What follows belongs to an exercise in optimizing a design on an open flow for a short achievable clock period and few clock cycles per item; a production flow would make more cautious choices. Function was not checked in any run shown here: the RTL went through the layout flow alone. Power and IR drop assume default switching activity.

$ cat flow/config.mk
export PLATFORM = sky130hd
export DESIGN_NAME = ksih
export DESIGN_NICKNAME = ksih
export VERILOG_FILES = /design/flow/design.v
export SDC_FILE = /design/flow/constraint.sdc
export NUM_CORES = 4
export LEC_CHECK = 0
export ABC_CLOCK_PERIOD_IN_PS = 1000
export CAP_MARGIN = 20
export CORE_MARGIN = 2
export CORE_UTILIZATION = 40
export SETUP_SLACK_MARGIN = 3.5
export SLEW_MARGIN = 20
$ cat flow/constraint.sdc
create_clock -name core_clock -period 5.0 [get_ports {clk}]
set_input_delay 1.0000 -clock core_clock [delete_from_list [all_inputs] [get_ports {clk}]]
set_output_delay 1.0000 -clock core_clock [all_outputs]
set_load 0.01 [all_outputs]
$ cat flow/design.v
module ksih_keydec (
    input  wire [7:0] addr,
    output reg  [4:0] data
);
    always @(*) begin
        case (addr)
            8'hE7: data = 5'h00;
            8'h77: data = 5'h01;
            8'h7B: data = 5'h02;
            8'h7D: data = 5'h03;
            8'hB7: data = 5'h04;
            8'hBB: data = 5'h05;
            8'hBD: data = 5'h06;
            8'hD7: data = 5'h07;
            8'hDB: data = 5'h08;
            8'hDD: data = 5'h09;
            8'h7E: data = 5'h0A;
            8'hBE: data = 5'h0B;
            8'hDE: data = 5'h0C;
            8'hEE: data = 5'h0D;
            8'hED: data = 5'h0E;
            8'hEB: data = 5'h0F;
            default: data = 5'h10;
        endcase
    end
endmodule
module ksih (
    input  wire        clk,
    input  wire        rst,           
    output wire [3:0]  col_o,         
    input  wire [3:0]  row_i,         
    output wire [4:0]  out_o,         
    output wire        out_we_o,      
    input  wire        edge_i,        
    output wire        irq_o,         
    input  wire        invoke_i,      
    output wire        ret_o,         
    output wire        busy_o,        
    input  wire        hcmd_valid_i,  
    input  wire [10:0] hcmd_i,        
    output wire [7:0]  hrdata_o       
);
    localparam [2:0] OP_WRCOL = 3'd0, OP_RDCMB = 3'd1, OP_WROUT = 3'd2,
                     OP_ISTAT = 3'd3, OP_IDIS  = 3'd4, OP_ICLR  = 3'd5,
                     OP_IEN   = 3'd6;
    localparam [3:0] PAT0 = 4'b1110, PAT1 = 4'b1101, PAT2 = 4'b1011,
                     PAT3 = 4'b0111;
    localparam [4:0] NOKEY_OUT = 5'h10;
    function [15:0] codes(input [3:0] c);
        case (c)
            PAT0:    codes = 16'hABCD;
            PAT1:    codes = 16'h369E;
            PAT2:    codes = 16'h258F;
            PAT3:    codes = 16'h1470;
            default: codes = 16'h0000;
        endcase
    endfunction
    function [3:0] rot(input [3:0] c);
        rot = {c[2:0], c[3]};
    endfunction
    reg [3:0] col_q;
    reg [4:0] out_q;
    reg       ier_q;
    reg       isr_q;
    reg       irq_q;       
    reg       busy_q;
    reg       scan_q;
    reg       fin_we_q;
    reg [3:0] pre_row_q;
    reg [3:0] pre_col_q;
    reg        me_q;       
    reg [4:0]  mres_q;     
    reg [3:0]  mcol_q;     
    reg [15:0] cr_q;       
    reg [7:0] hrdata_q;
    reg       out_we_q;
    reg       ret_q;
    wire [3:0] m;                        
    assign m[0] = (row_i == 4'b1110);
    assign m[1] = (row_i == 4'b1101);
    assign m[2] = (row_i == 4'b1011);
    assign m[3] = (row_i == 4'b0111);
    wire       hit  = |m;
    wire [3:0] code = ({4{m[0]}} & cr_q[3:0])  | ({4{m[1]}} & cr_q[7:4]) |
                      ({4{m[2]}} & cr_q[11:8]) | ({4{m[3]}} & cr_q[15:12]);
    wire [4:0] pre_res;
    ksih_keydec u_keydec (
        .addr ({pre_row_q, pre_col_q}),
        .data (pre_res)
    );
    wire       pre_ok = !pre_res[4] || (pre_col_q == PAT3);
    wire [2:0] op    = hcmd_i[10:8];
    wire [7:0] arg   = hcmd_i[7:0];
    wire host  = !busy_q && hcmd_valid_i && !invoke_i;
    wire start = !busy_q && invoke_i;
    wire full  = isr_q | edge_i;
    wire is_pat0 = (col_q == PAT0);
    wire is_pat1 = (col_q == PAT1);
    reg ier_d, isr_d;
    always @(*) begin
        ier_d = ier_q;
        isr_d = isr_q | edge_i;
        if (start) begin
            ier_d = full;
            isr_d = 1'b0;
        end else if (host) begin
            case (op)
                OP_IDIS: if (arg[0]) ier_d = 1'b0;
                OP_ICLR: if (arg[0]) isr_d = edge_i;
                OP_IEN:  if (arg[0]) ier_d = 1'b1;
                default: ;
            endcase
        end
    end
    wire [4:0] out_keep = (busy_q && fin_we_q) ? pre_res : out_q;
    wire [3:0] ncol     = busy_q ? mcol_q : ((is_pat0 && !hit) ? PAT1 : PAT0);
    wire       nlast    = (mcol_q == PAT3);
    wire       nend_pre = pre_ok && (rot(mcol_q) == pre_col_q);
    wire [4:0] pre_now  = hit ? {1'b0, m[0] ? 4'hE : m[1] ? 4'h9 : m[2] ? 4'h6 : 4'h3}
                              : NOKEY_OUT;    
    always @(posedge clk) begin
        if (!busy_q) begin
            pre_row_q <= row_i;
            pre_col_q <= col_q;
        end
        fin_we_q <= full;
        cr_q     <= codes(ncol);
        if (busy_q) begin
            me_q   <= nlast || nend_pre;
            mres_q <= nend_pre ? pre_res : NOKEY_OUT;
            mcol_q <= nlast ? mcol_q : rot(mcol_q);
        end else begin
            me_q   <= is_pat1 && hit;
            mres_q <= is_pat1 ? pre_now : NOKEY_OUT;
            mcol_q <= (is_pat0 && !hit) ? PAT2 : PAT1;
        end
        if (scan_q)
            out_q <= hit ? {1'b0, code} : mres_q;
        else if (host && op == OP_WROUT)
            out_q <= arg[4:0];
        else
            out_q <= out_keep;
        if (rst) begin
            col_q    <= 4'b1111;
            ier_q    <= 1'b0;
            isr_q    <= 1'b0;
            irq_q    <= 1'b0;
            hrdata_q <= 8'h00;
            out_we_q <= 1'b0;
            ret_q    <= 1'b0;
            busy_q   <= 1'b0;
            scan_q   <= 1'b0;
        end else begin
            ier_q <= ier_d;
            isr_q <= isr_d;
            irq_q <= ier_d & isr_d;
            if (busy_q) begin
                busy_q   <= scan_q && !hit && !me_q;
                scan_q   <= scan_q && !hit && !me_q;
                ret_q    <= !scan_q || hit || me_q;
                out_we_q <= scan_q ? (hit || me_q) : fin_we_q;
                if (scan_q && !hit)
                    col_q <= mcol_q;
            end else begin
                busy_q   <= invoke_i;
                scan_q   <= start && full && !(is_pat0 && hit);
                ret_q    <= 1'b0;
                out_we_q <= host && op == OP_WROUT;
                if (start && full)
                    col_q <= (is_pat0 && !hit) ? PAT1 : PAT0;
                else if (host && op == OP_WRCOL)
                    col_q <= arg[3:0];
                if (host && op == OP_RDCMB)
                    hrdata_q <= {row_i, col_q};
                else if (host && op == OP_ISTAT)
                    hrdata_q <= {7'b0, isr_q};
            end
        end
    end
    assign col_o    = col_q;
    assign out_o    = out_q;
    assign out_we_o = out_we_q;
    assign irq_o    = irq_q;
    assign ret_o    = ret_q;
    assign busy_o   = busy_q;
    assign hrdata_o = hrdata_q;
endmodule
$ cat flow/run.sh
#!/bin/bash
# synth_recipe.tcl (not shown) runs the flow's synth.tcl, then flattens the netlist and writes it again
# the make line also repeats each setting of config.mk as NAME=value (left out here)
make -C /OpenROAD-flow-scripts/flow DESIGN_CONFIG=/design/flow/config.mk WORK_HOME=/design/flow/orfs CLKGATE_MAP_FILE= SYNTH_SCRIPT=/design/flow/synth_recipe.tcl finish
==> results of run 1 <==
[routing by layer]
metal,GRT usage [%],part of all wire [%],vias to the layer above
met5,0,0,-
met4,7.386,2.0,0
met3,4.550,8.0,20
met2,34.63,47,126
met1,30.68,43,1261
li1,-,-,1254
[sequential cells by signal, indices dropped and copies added (netlist names), 4 cells and up]
name       count
mcol_q         4
mres_q         5
hrdata_q       8
cr_q           9
out_q          5
col_q          4
pre_col_q      4
pre_row_q      4
[cells in the final DEF, fill, tap and decap left out, types with 6 or more instances in the layout]
master / n
buf_4: 43
buf_6: 28
nand2_1: 24
nor2_1: 19
dfxtp_1: 19
edfxtp_1: 17
inv_1: 13
dfxtp_2: 12
o21ai_0: 10
xor2_1: 9
nor3_1: 7
nand3_1: 7
buf_2: 7
a21oi_1: 6
a22oi_1: 6
[final cells by class]
class / count / area, µm²
Inverter: 13 / 48.80
Timing Repair Buffer: 91 / 845.8
Clock inverter: 1 / 5.005
Multi-Input combinational cell: 212 / 1698
Sequential cell: 52 / 1241
Clock buffer: 7 / 97.59
Fill cell: 592 / 2683
Tap cell: 80 / 100.1
[through the flow]
stage          power, mW  utilization, %  std cells  area (µm²)
2_1_floorplan     0.6247               -        299        2893
3_3_place_gp      0.6833           47.84        395        3214
3_5_place_dp      0.6850           47.84        395        3214
4_1_cts           0.9966           57.06        444        3834
5_1_grt            1.062           60.07        456        4036
6_report           1.020           60.07        456        4036
[synth_stat cells (4+ instances only)]
library cell	count	area share (%)
clkbuf_1	11	1.5
a22oi_1	7	1.9
o221ai_1	4	1.3
nand3b_1	4	1.1
xor2_1	11	3.5
o21ai_0	15	2.7
dfxtp_1	35	25
nand2_1	28	3.8
edfxtp_1	17	19
a21oi_1	8	1.5
nand4b_1	4	1.3
and3_1	4	0.91
nand4_1	4	0.91
a21o_1	5	1.4
nor3_1	13	2.4
nand3_1	9	1.6
a31oi_1	6	1.4
buf_2	7	1.3
xnor2_1	6	1.9
inv_1	13	1.8
nor2_1	25	3.4
nand2b_1	4	0.91
a211oi_1	7	1.9
[power by group]
part           internal (mW)  leakage [nW]  total [mW]  switching [mW]
Combinational          0.126          1.11       0.261           0.135
Sequential             0.466         0.450       0.492          0.0259
Clock                  0.129        0.0534       0.268           0.139
Total                  0.721          1.61        1.02           0.300
[worst max path at each step]
stage,end,cells past startpoint,startpoint
after detailed placement,scan_q,5,row_i[0]
after global placement,out_q[0],6,row_i[2]
after CTS,out_q[4],6,hcmd_i[10]
after global routing,out_q[4],6,hcmd_i[10]
after floorplan,out_q[4],5,invoke_i
final,out_q[1],6,hcmd_i[10]
[kinds of logic after synthesis]
kind of cell,count (synthesis)
simple gates,116
mux,2
xor+xnor,18
compound gates,76
flops,52
buf+inv,35
[repair_timing]
item / CTS / global route
setup endpoints to repair: 74 / 64
buffers inserted: 41 / 12
gates resized for setup: 212 / 25
hold endpoints to repair: 0 / 0
pin swaps: 30 / 16
[critical path: cells and delay by family]
family                 cells  cell delay, ns
and+or+nand+nor            3            1.10
AOI/OAI and AO/OA          2            0.20
buffers and inverters      1            0.09
==> results.py, run 1 <==
metrics = {
    "critical_path": {
        "r2r_slack_ns": 2.99,
        "cp_cell_sequence": "buf_6 > or4b_4 > nor3b_4 > or2_4 > o221ai_2 > o21ai_1",
        "slowest_delay_ns": 0.56,
        "worstSetupPathType": "primary input to register",
        "path_max_fanout": 5,
        "required_ns": 5.15,
        "reg2reg_from": "busy_q",
        "crit_path_end_kind": "register",
        "crit_slowest_cell": "or4b_4",
        "timing.rr.end": "out_q[1]",
        "arrival_ns": 2.39,
        "start_kind": "primary input",
        "ff2ff_path_depth": 6,
    },
    "finish": {
        "diodes": 0,
        "nNetsFinal": 395,
        "layout-drive-gt1-share_pct": 42.55,
        "area_growth_syn_to_layout_pct": 46.77,
    },
    "synthesis": {
        "syn_area_um2": 2750,
        "synth.distinct_cells": 60,
        "synth.avg_cell_area_um2": 9.198,
        "synth-simple-area-share_pct": 23.57,
        "synthMuxAreaShare_pct": 0.7279,
        "syn_nets": 319,
        "syn-instance-count": 299,
        "ys_ff_latch": 52,
        "yosys.area_share.xor_xnor_pct": 6.005,
        "synth_edf_count": 17,
        "synth_compound_area_share_pct": 20.02,
        "async_flop_share_pct": 0,
        "yosys_warnings": 2,
        "ys_seq_area_share_pct": 44.04,
        "synthAdderAreaFrac_pct": 0,
        "synth_top_family_by_area": "simple AND/OR/NAND/NOR gates",
        "synth_ff_type": "dfxtp_1",
    },
    "power": {
        "ir_drop_v": 0.0001298,
        "p_leak_nw": 1.610,
        "p_per_area_nw_per_um2": 252.8,
    },
    "drt": {
        "first_pass_iters": 5,
        "ant_nets": 0,
        "drc": 0,
        "drt_wl_total_mm": 8.308,
        "drt_iter0_markers": 227,
        "num_vias": 2661,
        "wire_per_inst_um": 18.22,
        "viasPerCell": 5.836,
    },
    "min_path": {
        "worstHoldPathType": "register to register",
        "hold_start": "hrdata_q[1]",
        "holdPathStages": 2,
        "hold_end": "hrdata_q[1]",
    },
    "clock_network": {
        "insertion_delay_ns": 0.31,
        "tritoncts": "yes",
        "clock_path_buffers": 2,
        "path_clk_slew_ns": 0.09,
        "ctsHoldBuffers": 0,
        "htreeDepth": 2,
        "root_buffer": "clkbuf_8",
        "numCtsBuffers": 5,
        "cts.sinks": 52,
    },
    "sta": {
        "hold-worst-slack_ns": 0.5181,
        "rsz0062_at_grt": "true",
        "final_hold_viol_count": 0,
        "min_period_ns": 2.244,
        "finalCritPeriodShare_pct": 44.88,
        "setup_viol": 0,
        "worst_pin_slew_ns": 0.7872,
        "slew_violations": 0,
        "fmaxAchievable_ghz": 0.4456,
        "layout_setup_ws_ns": 2.756,
        "slew_headroom_pct": 47.52,
        "finalSetupTns_ns": 0,
        "clock_skew_ns": 0.007222,
    },
    "floorplanning": {
        "rows": 30,
        "core_um2": 6719,
        "die-area_um2": 7554,
        "fp.dieH_um": 86.92,
        "initial_core_util_pct": 40.93,
        "io_pins": 41,
        "die_w_um": 86.92,
    },
    "global_routing": {
        "grt_pass1_vias": 2438,
        "grt-ovfl-total": 0,
        "antenna_found_initial": 0,
        "grt_max_degree": 20,
        "grt_usage_pct": 22.17,
        "grt_pass1_wl_mm": 12.77,
    },
    "place": {
        "gp_congestion": 0.8498,
        "place_ws_ns": 1.710,
        "portBuffers": 37,
        "place_hpwl_mm": 5.166,
    },
    "job": {
        "maxCapViolations": 0,
    },
    "status": {
        "outcome": "complete, no violations",
    },
}
==> run 2, diff against run 1 <==
--- a/flow/config.mk
+++ b/flow/config.mk
@@ -7,3 +7,3 @@
 export LEC_CHECK = 0
-export ABC_CLOCK_PERIOD_IN_PS = 1000
+export ABC_CLOCK_PERIOD_IN_PS = 10
 export CAP_MARGIN = 20
==> run 2 against run 1 <==
Net effect:
- still clean on timing, DRC and antenna
- worst setup slack did not move
- register-to-register slack barely moved
- critical path depth is the same
- via count stayed put
- non-clock buffer count unchanged
- sequential cell count unchanged
- wire length stayed put
- total power did not move
- cell area unchanged
==> results.py, run 2 <==
metrics = {
    "sta": {
        "finalCritPeriodShare_pct": 44.88,
        "hold-worst-slack_ns": 0.5181,
        "fmaxAchievable_ghz": 0.4456,
        "setup_viol": 0,
        "rsz0062_at_grt": "true",
        "layout_setup_ws_ns": 2.756,
        "final_hold_viol_count": 0,
        "worst_pin_slew_ns": 0.7872,
        "slew_violations": 0,
        "slew_headroom_pct": 47.52,
        "clock_skew_ns": 0.007222,
        "min_period_ns": 2.244,
        "finalSetupTns_ns": 0,
    },
    "synthesis": {
        "yosys_warnings": 2,
        "async_flop_share_pct": 0,
        "synth_edf_count": 17,
        "synth-simple-area-share_pct": 23.57,
        "ys_top_cells_by_count": "35 x dfxtp_1, 28 x nand2_1, 25 x nor2_1",
        "synth.distinct_cells": 60,
        "synthAdderAreaFrac_pct": 0,
        "synth_compound_area_share_pct": 20.02,
        "yosys.area_share.xor_xnor_pct": 6.005,
        "yosysTopAreaCell": "dfxtp_1",
        "synthMostInstantiatedCell": "dfxtp_1",
        "ys_seq_area_share_pct": 44.04,
        "syn_area_um2": 2750,
        "ys_ff_latch": 52,
        "syn-instance-count": 299,
        "synth_top_family_by_area": "simple AND/OR/NAND/NOR gates",
        "synth_ff_type": "dfxtp_1",
        "synthMuxAreaShare_pct": 0.7279,
        "syn_nets": 319,
        "synth_area_leaders": "dfxtp_1 25%, edfxtp_1 19%, nand2_1 3.8%",
        "synth.avg_cell_area_um2": 9.198,
        "synth_top_area_share_pct": 25.48,
    },
    "drt": {
        "first_pass_iters": 5,
        "drc": 0,
        "num_vias": 2661,
        "drt_iter0_markers": 227,
        "viasPerCell": 5.836,
        "ant_nets": 0,
        "drt_wl_total_mm": 8.308,
        "wire_per_inst_um": 18.22,
    },
    "finish": {
        "regArea_um2": 1241,
        "largest_register": "cr_q",
        "mostFrequentLayoutCells": "43 x buf_4, 28 x buf_6, 24 x nand2_1, 19 x nor2_1, 19 x dfxtp_1",
        "nNetsFinal": 395,
        "diodes": 0,
        "multi_input_area_um2": 1698,
        "fillers": 592,
        "largest_reg_flops": 9,
        "fin_util_pct": 60.07,
        "final_common_cell": "buf_4",
        "top_regs": "cr_q x9, hrdata_q x8",
        "instances_no_fill": 456,
        "final_area_um2": 4036,
        "layout-drive-gt1-share_pct": 42.55,
        "area_growth_syn_to_layout_pct": 46.77,
    },
    "power": {
        "p_per_area_nw_per_um2": 252.8,
        "ir_drop_v": 0.0001298,
        "total_power_mw": 1.020,
        "p_leak_nw": 1.610,
    },
    "global_routing": {
        "grt_max_degree": 20,
        "grt_pass1_vias": 2438,
        "grt_usage_pct": 22.17,
        "antenna_found_initial": 0,
        "grt-ovfl-total": 0,
        "grt_pass1_wl_mm": 12.77,
    },
    "clock_network": {
        "htreeDepth": 2,
        "cts.sinks": 52,
        "path_clk_slew_ns": 0.09,
        "tritoncts": "yes",
        "root_buffer": "clkbuf_8",
        "ctsHoldBuffers": 0,
        "numCtsBuffers": 5,
        "clock_path_buffers": 2,
        "insertion_delay_ns": 0.31,
    },
    "floorplanning": {
        "die_w_um": 86.92,
        "die-area_um2": 7554,
        "rows": 30,
        "core_um2": 6719,
        "initial_core_util_pct": 40.93,
        "io_pins": 41,
        "fp.dieH_um": 86.92,
    },
    "place": {
        "place_ws_ns": 1.710,
        "place_area_um2": 3214,
        "placed_cells": 395,
        "place_hpwl_mm": 5.166,
        "portBuffers": 37,
        "gp_congestion": 0.8498,
    },
    "critical_path": {
        "required_ns": 5.15,
        "arrival_ns": 2.39,
        "path_max_fanout": 5,
        "worstSetupPathType": "primary input to register",
        "crit_path_end_kind": "register",
        "ff2ff_path_depth": 6,
        "timing.rr.end": "out_q[1]",
        "endpoint": "out_q[1]",
        "reg2reg_from": "busy_q",
        "cp-startpoint": "hcmd_i[10]",
        "r2r_slack_ns": 2.99,
        "start_kind": "primary input",
    },
    "min_path": {
        "worstHoldPathType": "register to register",
    },
    "job": {
        "maxCapViolations": 0,
    },
    "status": {
        "outcome": "complete, no violations",
    },
}
## run 2: power breakdown
group	switching (mW)	leakage (nW)	internal (mW)
Sequential	0.0259	0.450	0.466
Combinational	0.135	1.11	0.126
Clock	0.139	0.0534	0.129
Total	0.300	1.61	0.721
## run 2: timing repair
action / 4_1_cts / 5_1_grt
resized for setup: 212 / 25
endpoints found under the setup margin: 74 / 64
buffers inserted: 41 / 12
pin swaps: 30 / 16
## run 2: critical path, cell delays in order
cell	delay (ns)
buf_6	0.09
or4b_4	0.56
nor3b_4	0.34
or2_4	0.20
o221ai_2	0.09
o21ai_1	0.11
## run 2: cell families after synthesis
family,count (synthesis)
AO/OA/AOI/OAI,76
XOR/XNOR,18
buffers and inverters,35
flip-flops,52
multiplexers,2
AND/OR/NAND/NOR,116
## run 2: how the worst min path moves through the flow
stage	endpoint	depth (start not counted)	start	slack [ns]
after floorplan	ret_q	2	me_q	0.48
after global placement	hrdata_q[0]	2	hrdata_q[0]	0.47
after detailed placement	hrdata_q[3]	2	hrdata_q[3]	0.50
after CTS	hrdata_q[0]	2	hrdata_q[0]	0.52
after global routing	hrdata_q[4]	2	hrdata_q[4]	0.54
final	hrdata_q[1]	2	hrdata_q[1]	0.52
## run 2: layer usage
| layer | vias up | GRT usage (%) | share of wire, % |
|---|---|---|---|
| met3 | 20 | 4.550 | 8.0 |
| li1 | 1254 | - | - |
| met1 | 1261 | 30.68 | 43 |
| met5 | - | 0 | 0 |
| met4 | 0 | 7.386 | 2.0 |
| met2 | 126 | 34.63 | 47 |
## run 2: cell type report
| cell class | count | share of cell area [%] |
|---|---|---|
| multi-input combinational | 212 | 42.06 |
| sequential | 52 | 30.75 |
| clock buffer | 7 | 2.418 |
| timing repair buffer | 91 | 20.95 |
| tap | 80 | 2.480 |
| inverter | 13 | 1.209 |
| clock inverter | 1 | 0.1240 |

port drivers added, routing unchanged:
No port has a modelled driver above. Below, the same layouts with a new extraction and two added sets of constraints.
Step 1 assumes that a clkbuf_16 drives the clock port and a buf_2 every other input.
Step 2 adds t to the input delays and takes it off the output delays; t is the mean of the earliest and latest rising clock arrival at the registers after step 1. Input paths then give back, and output paths get back, about the clock's delay inside the block.
Three values: no drivers, after step 1, after step 2; two values: the first two.
run | t, ns | setup slack, ns | slew at the worst register clock pin (ns)
run 1 | 0.331 | 2.756 / 2.749 / 2.418 | 0.10 / 0.10
run 2 | 0.331 | 2.756 / 2.749 / 2.418 | 0.10 / 0.10
After both steps setup and hold are still met in every run listed.
